Source: an optimization exercise on an open RTL-to-GDS flow (aim: small area, a short achievable clock period and few clock cycles per item). Production flows keep margins and buffers that such runs may drop.
The RTL was checked by simulation tests, not by an equivalence proof against the original design.
Power is estimated from default activity; no workload was simulated.

==> violet <==
Design keccak256_core, start of the top module:
module keccak256_core (
    input  wire         clk,
    input  wire         rst,
    input  wire         in_valid,
    output wire         in_ready,
    input  wire [63:0]  in_data,
    input  wire         in_last,
    input  wire [2:0]   in_nbytes,
    output reg          out_valid,
    output wire [255:0] out_digest
);
Settings: LEC_CHECK=0, CAP_MARGIN=40, CORE_MARGIN=2, CORE_UTILIZATION=20, CTS_CLUSTER_DIAMETER=80, CTS_CLUSTER_SIZE=20, PLACE_DENSITY=0.3, SETUP_SLACK_MARGIN=2.0, SLEW_MARGIN=40, SYNTH_HIERARCHICAL=1, SYNTH_MINIMUM_KEEP_SIZE=0; clock period 5.0 ns.
run.sh (not shown) runs the stock make flow with config.mk's settings and CLKGATE_MAP_FILE= SYNTH_SCRIPT=/design/flow/synth_recipe.tcl, a recipe that flattens the netlist after the stock synthesis.
==> inputs of nickel, as changes to violet <==
==> flow/config.mk (replaced) <==
export PLATFORM = sky130hd
export DESIGN_NAME = keccak256_core
export DESIGN_NICKNAME = keccak256_core
export VERILOG_FILES = /design/flow/design.v
export SDC_FILE = /design/flow/constraint.sdc
export NUM_CORES = 4
export LEC_CHECK = 0
export CAP_MARGIN = 40
export CORE_MARGIN = 2
export CORE_UTILIZATION = 20
export CTS_CLUSTER_DIAMETER = 120
export CTS_CLUSTER_SIZE = 24
export PLACE_DENSITY = 0.3
export SETUP_SLACK_MARGIN = 2.0
export SLEW_MARGIN = 40
export SYNTH_HIERARCHICAL = 1
export SYNTH_MINIMUM_KEEP_SIZE = 0
==> inputs of garnet, as changes to violet <==
--- a/flow/design.v
+++ b/flow/design.v
@@ -17,22 +17,23 @@
 module k_nand3b (
     input  wire a_n,
     input  wire b,
     input  wire c,
     output wire y
 );
   assign y = ~(~a_n & b & c);
 endmodule
-module k_xn2 (
-    input  wire a,
-    input  wire b,
-    output wire y
-);
-  assign y = ~(a ^ b);
+module k_and3b (
+    input  wire a_n,
+    input  wire b,
+    input  wire c,
+    output wire y
+);
+  assign y = ~a_n & b & c;
 endmodule
 module k_nand2 (
     input  wire a,
     input  wire b,
     output wire y
 );
   assign y = ~(a & b);
 endmodule
@@ -140,36 +141,34 @@
       if (rotl(i) == 0) begin : g_r0
         assign b[pi(i)] = t[i];
       end else begin : g_r
         assign b[pi(i)] = {t[i][63-rotl(i):0], t[i][63:64-rotl(i)]};
       end
     end
     for (i = 0; i < 25; i = i + 1) begin : g_chi
       for (z = 0; z < 64; z = z + 1) begin : g_z
-        wire bb, p;
+        wire bb, p, q;
         wire n1 = b[5*(i/5) + ((i % 5) + 1) % 5][z];
         wire n2 = b[5*(i/5) + ((i % 5) + 2) % 5][z];
         if (i == 0 && (z == 0 || z == 1 || z == 3 || z == 7 || z == 15 || z == 31 || z == 63)) begin : g_iota
           k_x2 u_rc (.a(b[i][z]), .b(rc[z]), .y(bb));
         end else begin : g_nb
           assign bb = b[i][z];
         end
         k_ao22 u_p (.a1(run), .a2(bb), .b1(keep), .b2(s[64*i + z]), .y(p));
         if (i < 17) begin : g_rate
-          wire qa_n, qb_n, q;
+          wire qa_n, qb_n;
           k_nand3b u_qa (.a_n(n1), .b(n2), .c(run), .y(qa_n));
           k_nand2  u_qb (.a(absorb), .b(m[64*i + z]), .y(qb_n));
           k_nand2  u_q  (.a(qa_n), .b(qb_n), .y(q));
-          k_x2     u_y  (.a(p), .b(q), .y(y[64*i + z]));
         end else begin : g_cap
-          wire q_n;
-          k_nand3b u_q  (.a_n(n1), .b(n2), .c(run), .y(q_n));
-          k_xn2    u_y  (.a(p), .b(q_n), .y(y[64*i + z]));
+          k_and3b  u_q  (.a_n(n1), .b(n2), .c(run), .y(q));
         end
+        k_x2 u_y (.a(p), .b(q), .y(y[64*i + z]));
       end
     end
   endgenerate
 endmodule
 module keccak256_core (
     input  wire         clk,
     input  wire         rst,
     input  wire         in_valid,
@@ -183,19 +182,18 @@
   reg [1599:0] st;           
   reg [1023:0] bf;           
   reg [4:0]    cnt;          
   reg          padding;      
   reg          run;          
   reg          fin_run;      
   reg          fresh;        
   reg [4:0]    round;
-  reg          in_ready_r;   
   wire full16 = (cnt == 5'd16);
-  assign in_ready = in_ready_r;
+  assign in_ready = ~padding & (~full16 | ~run);
   wire accept = in_valid & in_ready;
   wire absorb = ~run & full16 & (padding | in_valid);
   wire push   = ~full16 & (padding | accept);
   reg [63:0] rc;
   always @(*) begin
     case (round)
       5'd0: rc = 64'h0000000000000001;
       5'd1: rc = 64'h0000000000008082;
@@ -252,22 +250,16 @@
       bf <= {push_lane, bf[1023:64]};
   end
   genvar i;
   generate
     for (i = 0; i < 32; i = i + 1) begin : g_dig
       assign out_digest[255-8*i -: 8] = st[64*(i/8) + 8*(i%8) +: 8];
     end
   endgenerate
-  wire       run_n = ~rst & (run ? (round != 5'd23) : absorb);
-  wire [4:0] cnt_n = (rst | absorb) ? 5'd0 : push ? cnt + 5'd1 : cnt;
-  wire       pad_n = ~rst & ~absorb & (padding | (push & accept & in_last));
-  always @(posedge clk) begin
-    in_ready_r <= ~pad_n & ((cnt_n != 5'd16) | ~run_n);
-  end
   always @(posedge clk) begin
     if (rst) begin
       cnt       <= 5'd0;
       padding   <= 1'b0;
       run       <= 1'b0;
       fin_run   <= 1'b0;
       fresh     <= 1'b1;
       round     <= 5'd0;
==> flow/config.mk (replaced) <==
export PLATFORM = sky130hd
export DESIGN_NAME = keccak256_core
export DESIGN_NICKNAME = keccak256_core
export VERILOG_FILES = /design/flow/design.v
export SDC_FILE = /design/flow/constraint.sdc
export NUM_CORES = 4
export LEC_CHECK = 0
export CAP_MARGIN = 40
export CORE_MARGIN = 2
export CORE_UTILIZATION = 20
export PLACE_DENSITY = 0.3
export SLEW_MARGIN = 40
export SYNTH_HIERARCHICAL = 1
export SYNTH_MINIMUM_KEEP_SIZE = 0
==> comparison table <==
                                                     nickel    violet   garnet
Result of the run           no timing/DRC/antenna violations  no timing/DRC/antenna violations  no timing/DRC/antenna violations
Total setup buffers inserted after CTS                   306       235        0
Sequential Power                                     24.5 mW   24.5 mW  23.9 mW
Internal portion of total power                      31.0 mW   36.8 mW  39.1 mW
Post-layout util                                       27.7%     28.4%    26.4%
Share of cell area taken by flip-flops and latches     32.3%     31.6%    33.5%
Initial antenna violation count                          202       201      185
Fraction of power spent switching nets                 26.9%     27.2%    24.9%
Number of sinks on the clock net                        2647      2647     2646
Cells on worst reg2reg path                                7         9        7
Post-synthesis to final-layout area growth             38.2%     41.5%    31.5%
Iteration-0 DRC count of the detailed router           13800     13800    14600
Startpoint of the most critical hold path            bf[457]   bf[863]  bf[783]
Cell depth of the worst setup path                         7         9        7
Average wire per cell in the routed design           41.6 µm   41.3 µm  42.8 µm
Launch point of the worst reg-to-reg path           st[1215]  st[1183]  st[532]
Testbench counts of violet, summed over its fixed seeds: cycles 6,961, bytes 23,704.
Testbench counts of nickel, summed over its fixed seeds: cycles 6,961, bytes 23,704.
Testbench counts of garnet, summed over its fixed seeds: cycles 6,961, bytes 23,704.

==> v8: inputs <==
==> flow/design.v <==
module k_x2 (
    input  wire a,
    input  wire b,
    output wire y
);
  assign y = a ^ b;
endmodule
module k_ao22 (
    input  wire a1,
    input  wire a2,
    input  wire b1,
    input  wire b2,
    output wire y
);
  assign y = (a1 & a2) | (b1 & b2);
endmodule
module k_nand3b (
    input  wire a_n,
    input  wire b,
    input  wire c,
    output wire y
);
  assign y = ~(~a_n & b & c);
endmodule
module k_xn2 (
    input  wire a,
    input  wire b,
    output wire y
);
  assign y = ~(a ^ b);
endmodule
module k_nand2 (
    input  wire a,
    input  wire b,
    output wire y
);
  assign y = ~(a & b);
endmodule
module keccak_round (
    input  wire [1599:0] s,
    input  wire [63:0]   rc,
    input  wire [1087:0] m,        
    input  wire          run,      
    input  wire          keep,     
    input  wire          absorb,   
    output wire [1599:0] y
);
  function integer rotl;
    input integer i;
    begin
      case (i)
        0: rotl = 0;
        1: rotl = 1;
        2: rotl = 62;
        3: rotl = 28;
        4: rotl = 27;
        5: rotl = 36;
        6: rotl = 44;
        7: rotl = 6;
        8: rotl = 55;
        9: rotl = 20;
        10: rotl = 3;
        11: rotl = 10;
        12: rotl = 43;
        13: rotl = 25;
        14: rotl = 39;
        15: rotl = 41;
        16: rotl = 45;
        17: rotl = 15;
        18: rotl = 21;
        19: rotl = 8;
        20: rotl = 18;
        21: rotl = 2;
        22: rotl = 61;
        23: rotl = 56;
        24: rotl = 14;
        default: rotl = 0;
      endcase
    end
  endfunction
  function integer pi;
    input integer i;
    begin
      case (i)
        0: pi = 0;
        1: pi = 10;
        2: pi = 20;
        3: pi = 5;
        4: pi = 15;
        5: pi = 16;
        6: pi = 1;
        7: pi = 11;
        8: pi = 21;
        9: pi = 6;
        10: pi = 7;
        11: pi = 17;
        12: pi = 2;
        13: pi = 12;
        14: pi = 22;
        15: pi = 23;
        16: pi = 8;
        17: pi = 18;
        18: pi = 3;
        19: pi = 13;
        20: pi = 14;
        21: pi = 24;
        22: pi = 9;
        23: pi = 19;
        24: pi = 4;
        default: pi = 0;
      endcase
    end
  endfunction
  wire [63:0] c01 [0:4];
  wire [63:0] c014 [0:4];
  wire [63:0] c23 [0:4];
  wire [63:0] c [0:4];
  wire [63:0] d [0:4];
  wire [63:0] t [0:24];
  wire [63:0] b [0:24];
  genvar x, i, z;
  generate
    for (x = 0; x < 5; x = x + 1) begin : g_c
      for (z = 0; z < 64; z = z + 1) begin : g_z
        k_x2 u_01 (.a(s[64*x + z]),      .b(s[64*(x+5) + z]),  .y(c01[x][z]));
        k_x2 u_23 (.a(s[64*(x+10) + z]), .b(s[64*(x+15) + z]), .y(c23[x][z]));
        k_x2 u_4  (.a(c01[x][z]),        .b(s[64*(x+20) + z]), .y(c014[x][z]));
        k_x2 u_c  (.a(c014[x][z]),       .b(c23[x][z]),        .y(c[x][z]));
      end
    end
    for (x = 0; x < 5; x = x + 1) begin : g_d
      for (z = 0; z < 64; z = z + 1) begin : g_z
        k_x2 u_d (.a(c[(x+4) % 5][z]), .b(c[(x+1) % 5][(z+63) % 64]), .y(d[x][z]));
      end
    end
    for (i = 0; i < 25; i = i + 1) begin : g_rhopi
      for (z = 0; z < 64; z = z + 1) begin : g_z
        k_x2 u_t (.a(s[64*i + z]), .b(d[i % 5][z]), .y(t[i][z]));
      end
      if (rotl(i) == 0) begin : g_r0
        assign b[pi(i)] = t[i];
      end else begin : g_r
        assign b[pi(i)] = {t[i][63-rotl(i):0], t[i][63:64-rotl(i)]};
      end
    end
    for (i = 0; i < 25; i = i + 1) begin : g_chi
      for (z = 0; z < 64; z = z + 1) begin : g_z
        wire bb, p;
        wire n1 = b[5*(i/5) + ((i % 5) + 1) % 5][z];
        wire n2 = b[5*(i/5) + ((i % 5) + 2) % 5][z];
        if (i == 0 && (z == 0 || z == 1 || z == 3 || z == 7 || z == 15 || z == 31 || z == 63)) begin : g_iota
          k_x2 u_rc (.a(b[i][z]), .b(rc[z]), .y(bb));
        end else begin : g_nb
          assign bb = b[i][z];
        end
        k_ao22 u_p (.a1(run), .a2(bb), .b1(keep), .b2(s[64*i + z]), .y(p));
        if (i < 17) begin : g_rate
          wire qa_n, qb_n, q;
          k_nand3b u_qa (.a_n(n1), .b(n2), .c(run), .y(qa_n));
          k_nand2  u_qb (.a(absorb), .b(m[64*i + z]), .y(qb_n));
          k_nand2  u_q  (.a(qa_n), .b(qb_n), .y(q));
          k_x2     u_y  (.a(p), .b(q), .y(y[64*i + z]));
        end else begin : g_cap
          wire q_n;
          k_nand3b u_q  (.a_n(n1), .b(n2), .c(run), .y(q_n));
          k_xn2    u_y  (.a(p), .b(q_n), .y(y[64*i + z]));
        end
      end
    end
  endgenerate
endmodule
module keccak256_core (
    input  wire         clk,
    input  wire         rst,
    input  wire         in_valid,
    output wire         in_ready,
    input  wire [63:0]  in_data,
    input  wire         in_last,
    input  wire [2:0]   in_nbytes,
    output reg          out_valid,
    output wire [255:0] out_digest
);
  reg [1599:0] st;           
  reg [1023:0] bf;           
  reg [4:0]    cnt;          
  reg          padding;      
  reg          run;          
  reg          fin_run;      
  reg          fresh;        
  reg [4:0]    round;
  reg          in_ready_r;   
  wire full16 = (cnt == 5'd16);
  assign in_ready = in_ready_r;
  wire accept = in_valid & in_ready;
  wire absorb = ~run & full16 & (padding | in_valid);
  wire push   = ~full16 & (padding | accept);
  reg [63:0] rc;
  always @(*) begin
    case (round)
      5'd0: rc = 64'h0000000000000001;
      5'd1: rc = 64'h0000000000008082;
      5'd2: rc = 64'h800000000000808a;
      5'd3: rc = 64'h8000000080008000;
      5'd4: rc = 64'h000000000000808b;
      5'd5: rc = 64'h0000000080000001;
      5'd6: rc = 64'h8000000080008081;
      5'd7: rc = 64'h8000000000008009;
      5'd8: rc = 64'h000000000000008a;
      5'd9: rc = 64'h0000000000000088;
      5'd10: rc = 64'h0000000080008009;
      5'd11: rc = 64'h000000008000000a;
      5'd12: rc = 64'h000000008000808b;
      5'd13: rc = 64'h800000000000008b;
      5'd14: rc = 64'h8000000000008089;
      5'd15: rc = 64'h8000000000008003;
      5'd16: rc = 64'h8000000000008002;
      5'd17: rc = 64'h8000000000000080;
      5'd18: rc = 64'h000000000000800a;
      5'd19: rc = 64'h800000008000000a;
      5'd20: rc = 64'h8000000080008081;
      5'd21: rc = 64'h8000000000008080;
      5'd22: rc = 64'h0000000080000001;
      5'd23: rc = 64'h8000000080008008;
      default: rc = 64'h0;
    endcase
  end
  wire [1087:0] m;
  wire [1599:0] st_next;
  keccak_round u_round (.s(st), .rc(rc), .m(m), .run(run), .keep(~run & ~fresh),
                        .absorb(absorb), .y(st_next));
  reg [63:0] lane_in;
  integer k;
  always @(*) begin
    for (k = 0; k < 8; k = k + 1) begin
      if (!in_last || k < in_nbytes)
        lane_in[8*k +: 8] = in_data[63-8*k -: 8];
      else if (k == in_nbytes)
        lane_in[8*k +: 8] = 8'h01;
      else
        lane_in[8*k +: 8] = 8'h00;
    end
  end
  wire [63:0] push_lane = padding ? 64'd0 : lane_in;
  wire        last16 = padding | in_last;
  wire [63:0] lane16 = {push_lane[63:56] ^ {last16, 7'd0}, push_lane[55:0]};
  assign m = {lane16, bf};
  always @(posedge clk) begin
    st <= st_next;
  end
  always @(posedge clk) begin
    if (push)
      bf <= {push_lane, bf[1023:64]};
  end
  genvar i;
  generate
    for (i = 0; i < 32; i = i + 1) begin : g_dig
      assign out_digest[255-8*i -: 8] = st[64*(i/8) + 8*(i%8) +: 8];
    end
  endgenerate
  wire       run_n = ~rst & (run ? (round != 5'd23) : absorb);
  wire [4:0] cnt_n = (rst | absorb) ? 5'd0 : push ? cnt + 5'd1 : cnt;
  wire       pad_n = ~rst & ~absorb & (padding | (push & accept & in_last));
  always @(posedge clk) begin
    in_ready_r <= ~pad_n & ((cnt_n != 5'd16) | ~run_n);
  end
  always @(posedge clk) begin
    if (rst) begin
      cnt       <= 5'd0;
      padding   <= 1'b0;
      run       <= 1'b0;
      fin_run   <= 1'b0;
      fresh     <= 1'b1;
      round     <= 5'd0;
      out_valid <= 1'b0;
    end else begin
      out_valid <= run & (round == 5'd23) & fin_run;
      if (run) begin
        if (round == 5'd23) begin
          run   <= 1'b0;
          round <= 5'd0;
          if (fin_run) fresh <= 1'b1;
        end else begin
          round <= round + 5'd1;
        end
      end else if (absorb) begin
        run     <= 1'b1;
        round   <= 5'd0;
        fin_run <= last16;
        fresh   <= 1'b0;
      end
      if (absorb) begin
        cnt     <= 5'd0;
        padding <= 1'b0;
      end else if (push) begin
        cnt <= cnt + 5'd1;
        if (accept & in_last) padding <= 1'b1;
      end
    end
  end
endmodule
==> flow/run.sh <==
#!/bin/bash
# synth_recipe.tcl (not shown) runs the flow's synth.tcl, then flattens the netlist and writes it again
# the make line also repeats each setting of config.mk as NAME=value (left out here)
make -C /OpenROAD-flow-scripts/flow DESIGN_CONFIG=/design/flow/config.mk WORK_HOME=/design/flow/orfs CLKGATE_MAP_FILE= SYNTH_SCRIPT=/design/flow/synth_recipe.tcl finish
==> flow/config.mk <==
export PLATFORM = sky130hd
export DESIGN_NAME = keccak256_core
export DESIGN_NICKNAME = keccak256_core
export VERILOG_FILES = /design/flow/design.v
export SDC_FILE = /design/flow/constraint.sdc
export NUM_CORES = 4
export LEC_CHECK = 0
export CAP_MARGIN = 40
export CORE_MARGIN = 2
export CORE_UTILIZATION = 20
export CTS_CLUSTER_DIAMETER = 80
export CTS_CLUSTER_SIZE = 16
export PLACE_DENSITY = 0.3
export SETUP_SLACK_MARGIN = 2.0
export SLEW_MARGIN = 40
export SYNTH_HIERARCHICAL = 1
export SYNTH_MINIMUM_KEEP_SIZE = 0
==> flow/constraint.sdc <==
create_clock -name core_clock -period 5.0 [get_ports {clk}]
set_input_delay 1.0000 -clock core_clock [delete_from_list [all_inputs] [get_ports {clk}]]
set_output_delay 1.0000 -clock core_clock [all_outputs]
set_load 0.01 [all_outputs]
==> v20 (differences from v8) <==
--- a/flow/config.mk
+++ b/flow/config.mk
@@ -8,8 +8,6 @@
 export CAP_MARGIN = 40
 export CORE_MARGIN = 2
-export CORE_UTILIZATION = 20
-export CTS_CLUSTER_DIAMETER = 80
-export CTS_CLUSTER_SIZE = 16
-export PLACE_DENSITY = 0.3
+export CORE_UTILIZATION = 30
+export PLACE_DENSITY = 0.45
 export SETUP_SLACK_MARGIN = 2.0
 export SLEW_MARGIN = 40
==> qor summary <==
item	v20	v8
Placement Cell Area	167000 sq um	175000 sq um
Number of gates resized after cts	1619	1576
CTS Buf Count	337	302
Switching power as a share of total power	0.243	0.269
Clk network pwr share	0.503	0.499
Multi-input logic area	95600 sq um	96000 sq um
Run status	no timing/DRC/antenna violations	no timing/DRC/antenna violations
Gp weighted congestion	1.07	0.981
Count of clock buffers in the final design	472	344
Antenna violations before repair	160	200
Least-Margin Pin Slew	1.01 ns	1.02 ns
Reported net switching power	12.5 mW	13.7 mW
Number of detailed-route iterations in the first pass	6	8
Post-CTS clock slew at the launch and capture registers of the worst setup and hold paths	0.06 ns	0.08 ns
Die outline height	694 microns	850 microns
Initial standard-cell utilization of the core	0.301	0.201
Non-filler cells in the finished layout	21645	25150
GR Util met1	0.474	0.375
Final Critical Period	3.13 ns	3.08 ns
Testbench counts of v8, summed over its fixed seeds: cycles 6,961, bytes 23,704.
Testbench counts of v20, summed over its fixed seeds: cycles 6,961, bytes 23,704.

==> static timing again, ports no longer ideal <==
How much do the figures lean on ideal ports? The routed layouts below were timed once more, with nothing changed but the port constraints.
Step 1: set_driving_cell puts a clkbuf_16 on clk and a buf_2 on each other input, an assumption about the parent block.
Step 2 moves the port delays by t, midway between the first and last clock arrival at a register: inputs arrive t later, outputs are due t later. That takes back most of the time a late clock gives input paths.
Three values: ideal ports, drivers, drivers and shift; two values: the first two.
| run | t (ns) | setup slack, ns | worst setup path at the end |
|---|---|---|---|
| violet | 1.158 | 1.922 / 1.916 / 1.173 | input to register |
| nickel | 1.143 | 1.880 / 1.880 / 1.132 | input to register |
| garnet | 1.200 | 0.928 / 0.928 / 0.928 | register to register |
| v8 | 1.162 | 1.920 / 1.916 / 1.228 | input to register |
| v20 | 1.139 | 1.874 / 1.874 / 1.070 | input to register |
After both steps every run listed still meets setup and hold. For v20, which loses most, drivers alone change the setup slack by 0.000 ns; drivers and shift together by -0.804 ns.
